Background: an optimization exercise with open tools, aiming at small area. Do not read the settings as production practice.
In this exercise RTL edits were held to simulation tests only and were not proved equivalent to the original.

==> run a <==
## tgb_chan_trial
module tgb_chan_trial (
    input  wire               clk,
    input  wire               rst,         
    input  wire               scheme,      
    input  wire [3:0]         sps,         
    input  wire [7:0]         phase_inc,   
    input  wire [7:0]         sigma,       
    input  wire               start,       
    input  wire               s_valid,
    input  wire [1:0]         sym_i,       
    input  wire [1:0]         sym_q,       
    input  wire signed [9:0]  noise,       
    output reg                r_valid,
    output wire signed [25:0] r_stat_i,
    output wire signed [25:0] r_stat_q,
    output wire               r_dec_i,     
    output wire               r_dec_q,
    output wire [15:0]        r_errs
);
==> flow/config.mk <==
export PLATFORM = sky130hd
export DESIGN_NAME = tgb_chan_trial
export DESIGN_NICKNAME = tgb_chan_trial
export VERILOG_FILES = /design/flow/design.v
export SDC_FILE = /design/flow/constraint.sdc
export NUM_CORES = 4
export LEC_CHECK = 0
export CAP_MARGIN = 20
export CORE_MARGIN = 2
export CORE_UTILIZATION = 65
export SLEW_MARGIN = 20
export SYNTH_HIERARCHICAL = 1
export SYNTH_MINIMUM_KEEP_SIZE = 0
==> flow/constraint.sdc <==
create_clock -name core_clock -period 30.0 [get_ports {clk}]
set_input_delay 6.0000 -clock core_clock [delete_from_list [all_inputs] [get_ports {clk}]]
set_output_delay 6.0000 -clock core_clock [all_outputs]
set_load 0.01 [all_outputs]
standard.sh (not shown) runs the stock make flow with config.mk's settings and CLKGATE_MAP_FILE= SYNTH_SCRIPT=/design/flow/synth_recipe.tcl, a recipe that flattens the netlist after the stock synthesis.
==> flow/flow/run.sh <==
#!/bin/bash
# The standard layout, with two changes that only affect how buffers are chosen:
#  - the port buffers that placement inserts are the smallest buffer
#    (sky130_fd_sc_hd__buf_1); the resizer still upsizes any that need it;
#  - clock tree synthesis uses sky130_fd_sc_hd__clkbuf_8 and no dummy loads.
# Each step's full output stays in orfs/logs/; make's own output goes to make.log.
set -euo pipefail
bash standard.sh \
  'BUFFER_PORTS_ARGS=-buffer_cell sky130_fd_sc_hd__buf_1' \
  'CTS_ARGS=-sink_clustering_enable -repair_clock_nets -buf_list sky130_fd_sc_hd__clkbuf_8 -dont_use_dummy_load' \
  finish > make.log 2>&1
==> run b: changes against run a <==
==> flow/flow/run.sh (replaced) <==
#!/bin/bash
# The standard layout, with the port buffers that placement inserts taken as
# the smallest buffer (sky130_fd_sc_hd__buf_1); the resizer still upsizes any
# that timing or slew needs. Each step's full output stays in orfs/logs/;
# make's own output goes to make.log.
set -euo pipefail
bash standard.sh 'BUFFER_PORTS_ARGS=-buffer_cell sky130_fd_sc_hd__buf_1' finish > make.log 2>&1
--- a/flow/config.mk
+++ b/flow/config.mk
@@ -8,6 +8,9 @@
 export CAP_MARGIN = 20
 export CORE_MARGIN = 2
 export CORE_UTILIZATION = 65
+export CTS_BUF_LIST = sky130_fd_sc_hd__clkbuf_16 sky130_fd_sc_hd__clkbuf_8
+export CTS_CLUSTER_DIAMETER = 300
+export CTS_CLUSTER_SIZE = 50
 export SLEW_MARGIN = 20
 export SYNTH_HIERARCHICAL = 1
 export SYNTH_MINIMUM_KEEP_SIZE = 0
==> notes.md <==
Critical path depth is the same in run a and run b. In non-clock buffer count, run a and run b do not differ. Design area: run b is higher than run a (about 1.2%). Of run b and run a, run b has the higher setup slack (gap 0.0027 ns). Of run b and run a, run a has the higher sequential share of layout area (gap 0.12 points). Between run b and run a, the lower worst hold slack is in run b (gap 0.0033 ns). Between run a and run b, the lower global-route usage is in run a (gap 0.11 points). In via count, run b and run a hardly differ.
==> figures <==
| quantity | run b | run a |
|---|---|---|
| Final core occ | 69.3% | 68.5% |
| Clock transition at the register clock pins on the worst setup and hold paths after CTS | 0.07 ns | 0.09 ns |
| Final period demand of the worst path | 23.32 ns | 23.32 ns |
| Met1 GRT Util | 40.8% | 40.7% |
| GRT met2 Usage | 49.5% | 49.2% |
| Final Non-Filler Cells | 1,740 | 1,733 |
| Least setup slack across all paths after layout | 6.68 ns | 6.68 ns |
| Wire length on met2 | 16,700 um | 16,500 um |
| Routed wire length | 33,400 um | 33,200 um |
| Skew-Pair Late Insertion Delay | 0.36 ns | 0.39 ns |
| Vias in the first global route | 10,900 | 10,900 |
| Met3 routed wirelength | 1750 um | 1700 um |
| Global Route Usage Sum | 29.6% | 29.5% |
| Final instance area | 15,200 um^2 | 15,000 um^2 |
| Result of the run | timing/DRC/antenna clean | timing/DRC/antenna clean |
| Endpoint arrival time on the critical path | 23.56 ns | 23.57 ns |
| Highest clock rate | 0.0429 GHz | 0.0429 GHz |

==> run E: inputs <==
Another version of the RTL of tgb_chan_trial (not shown whole).
clock: 30.0 ns
lec_check: 0
cap_margin: 0
core_margin: 2
core_utilization: 75
gpl_timing_driven: 0
slew_margin: 0
synth_hierarchical: 1
synth_minimum_keep_size: 0
==> flow/flow/run.sh <==
#!/bin/bash
# The standard layout, with changes that only affect which buffers are used:
#  - the port buffers that placement inserts are the smallest buffer
#    (sky130_fd_sc_hd__buf_1); the resizer still upsizes any that need it;
#  - the buffers that synthesis (abc) inserted are removed at floorplan, and
#    repair_design adds back only those that slew and capacitance limits need;
#  - clock tree synthesis uses sky130_fd_sc_hd__clkbuf_4 and _8 and no dummy loads.
# Each step's full output stays in orfs/logs/; make's own output goes to make.log.
set -euo pipefail
bash standard.sh \
  'BUFFER_PORTS_ARGS=-buffer_cell sky130_fd_sc_hd__buf_1' \
  'REMOVE_ABC_BUFFERS=1' \
  'CTS_ARGS=-sink_clustering_enable -repair_clock_nets -buf_list {sky130_fd_sc_hd__clkbuf_4 sky130_fd_sc_hd__clkbuf_8} -dont_use_dummy_load' \
  finish > make.log 2>&1
==> run H (differences from run E) <==
==> flow/flow/run.sh (replaced) <==
#!/bin/bash
# The standard layout, with changes that only affect which buffers are used:
#  - the port buffers that placement inserts are the smallest buffer
#    (sky130_fd_sc_hd__buf_1); the resizer still upsizes any that need it;
#  - the buffers that synthesis (abc) inserted are removed at floorplan, and
#    repair_design adds back only those that slew and capacitance limits need;
#  - clock tree synthesis uses sky130_fd_sc_hd__clkbuf_8 and no dummy loads.
# Each step's full output stays in orfs/logs/; make's own output goes to make.log.
set -euo pipefail
bash standard.sh \
  'BUFFER_PORTS_ARGS=-buffer_cell sky130_fd_sc_hd__buf_1' \
  'REMOVE_ABC_BUFFERS=1' \
  'CTS_ARGS=-sink_clustering_enable -repair_clock_nets -buf_list sky130_fd_sc_hd__clkbuf_8 -dont_use_dummy_load' \
  finish > make.log 2>&1
--- a/flow/config.mk
+++ b/flow/config.mk
@@ -8,5 +8,5 @@
 export CAP_MARGIN = 0
 export CORE_MARGIN = 2
-export CORE_UTILIZATION = 75
+export CORE_UTILIZATION = 85
 export GPL_TIMING_DRIVEN = 0
 export SLEW_MARGIN = 0
==> run Y (differences from run E) <==
--- a/flow/flow/run.sh
+++ b/flow/flow/run.sh
@@ -11,4 +11,4 @@
   'BUFFER_PORTS_ARGS=-buffer_cell sky130_fd_sc_hd__buf_1' \
   'REMOVE_ABC_BUFFERS=1' \
-  'CTS_ARGS=-sink_clustering_enable -repair_clock_nets -buf_list {sky130_fd_sc_hd__clkbuf_4 sky130_fd_sc_hd__clkbuf_8} -dont_use_dummy_load' \
+  'CTS_ARGS=-sink_clustering_enable -repair_clock_nets -buf_list "sky130_fd_sc_hd__clkbuf_4 sky130_fd_sc_hd__clkbuf_8" -dont_use_dummy_load' \
   finish > make.log 2>&1
==> run B (differences from run E) <==
==> flow/flow/run.sh (replaced) <==
#!/bin/bash
# The standard layout, with the port buffers that placement inserts taken as
# the smallest buffer (sky130_fd_sc_hd__buf_1); the resizer still upsizes any
# that timing or slew needs. Each step's full output stays in orfs/logs/;
# make's own output goes to make.log.
set -euo pipefail
bash standard.sh 'BUFFER_PORTS_ARGS=-buffer_cell sky130_fd_sc_hd__buf_1' finish > make.log 2>&1
--- a/flow/config.mk
+++ b/flow/config.mk
@@ -6,9 +6,8 @@
 export NUM_CORES = 4
 export LEC_CHECK = 0
-export CAP_MARGIN = 0
+export CAP_MARGIN = 20
 export CORE_MARGIN = 2
 export CORE_UTILIZATION = 75
-export GPL_TIMING_DRIVEN = 0
-export SLEW_MARGIN = 0
+export SLEW_MARGIN = 20
 export SYNTH_HIERARCHICAL = 1
 export SYNTH_MINIMUM_KEEP_SIZE = 0
==> notes.md <==
- Outcome: finished clean
- CTS buffer count: 9
- Remaining DRCs: 0
- Commonest non-fill, non-tap cells in the layout: 254 x fa_1, 115 x nand2_1, 114 x a22oi_1
- Overall Global Routing Usage: 33.91%
- Met3 Routed Length: 2.308 mm
- Antenna diodes: 0
- Multi-input combinational area share: 81.40%
(the above is from run E)
==> notes.md <==
- Outcome: aborted with a tool error
- Failed at: 4_1_cts
- Stop Error: [ERROR STA-0564] clock_tree_synthesis positional arguments not supported.
- Dpl cell area: 14700 um^2
- Number of flops mapped to enable cells by yosys: 0
- Starting Density: 76.96%
- Post-DP HPWL: 25.43 mm
- Count leader, synth: fa_1
- Synth Area per Inst: 9.995 um^2
- Synth Area in XOR/XNOR: 12.61%
(the above is from run Y)
==> notes.md <==
- Met3 Routed Length: 2.465 mm
- Commonest non-fill, non-tap cells in the layout: 254 x fa_1, 115 x nand2_1, 114 x a22oi_1
- Remaining DRCs: 0
- Outcome: finished clean
- Overall Global Routing Usage: 35.13%
- CTS buffer count: 9
- Multi-input combinational area share: 79.92%
(the above is from run B)
==> notes.md <==
- Antenna diodes: 0
- #MultiIn Comb: 1203
- Outcome: finished clean
- CTS buffer count: 9
- Seq/Total Area, Yosys: 11.19%
- Remaining DRCs: 0
- CP max FO: 44
- Met3 Routed Length: 3.618 mm
- Most common cell after layout, fill and taps aside: fa_1
- Filler Cells Inserted: 807
- Multi-input combinational area share: 81.65%
- Main combinational cell family by area after synthesis: adder cells
(the above is from run H)

## what the ideal ports hide
The results above use ideal ports. As a check the final layouts listed here were re-extracted and re-timed, cells and wires unchanged. Step 1 sets driving cells, clkbuf_16 on the clock port and buf_2 on the other inputs (assumed; they add their load-dependent delay and slew). Step 2 times the ports against the registers' clock, not the clock port: input delays grow and output delays shrink by t, the midpoint of the rising clock arrivals with the driver on. a / b / c = no drivers / after step 1 / after step 2; a / b = the first two.
| run | shift t [ns] | setup slack, ns | worst data-port slew with drivers (ns) | pins driven straight from the clock port |
|---|---|---|---|---|
| run a of note 1 | 0.412 | 6.679 / 6.687 / 6.275 | 0.04 | 1 |
| run b of note 1 | 0.408 | 6.682 / 6.702 / 6.294 | 0.04 | 1 |
| run E of note 2 | 0.417 | 5.569 / 5.588 / 5.171 | 0.07 | 1 |
| run H of note 2 | 0.420 | 5.428 / 5.445 / 5.025 | 0.06 | 1 |
| run B of note 2 | 0.395 | 6.648 / 6.659 / 6.264 | 0.06 | 1 |
After both steps every run listed still meets setup and hold. The setup slack of run a of note 1, which loses most, moves by +0.008 ns with the drivers and by -0.404 ns with both steps.
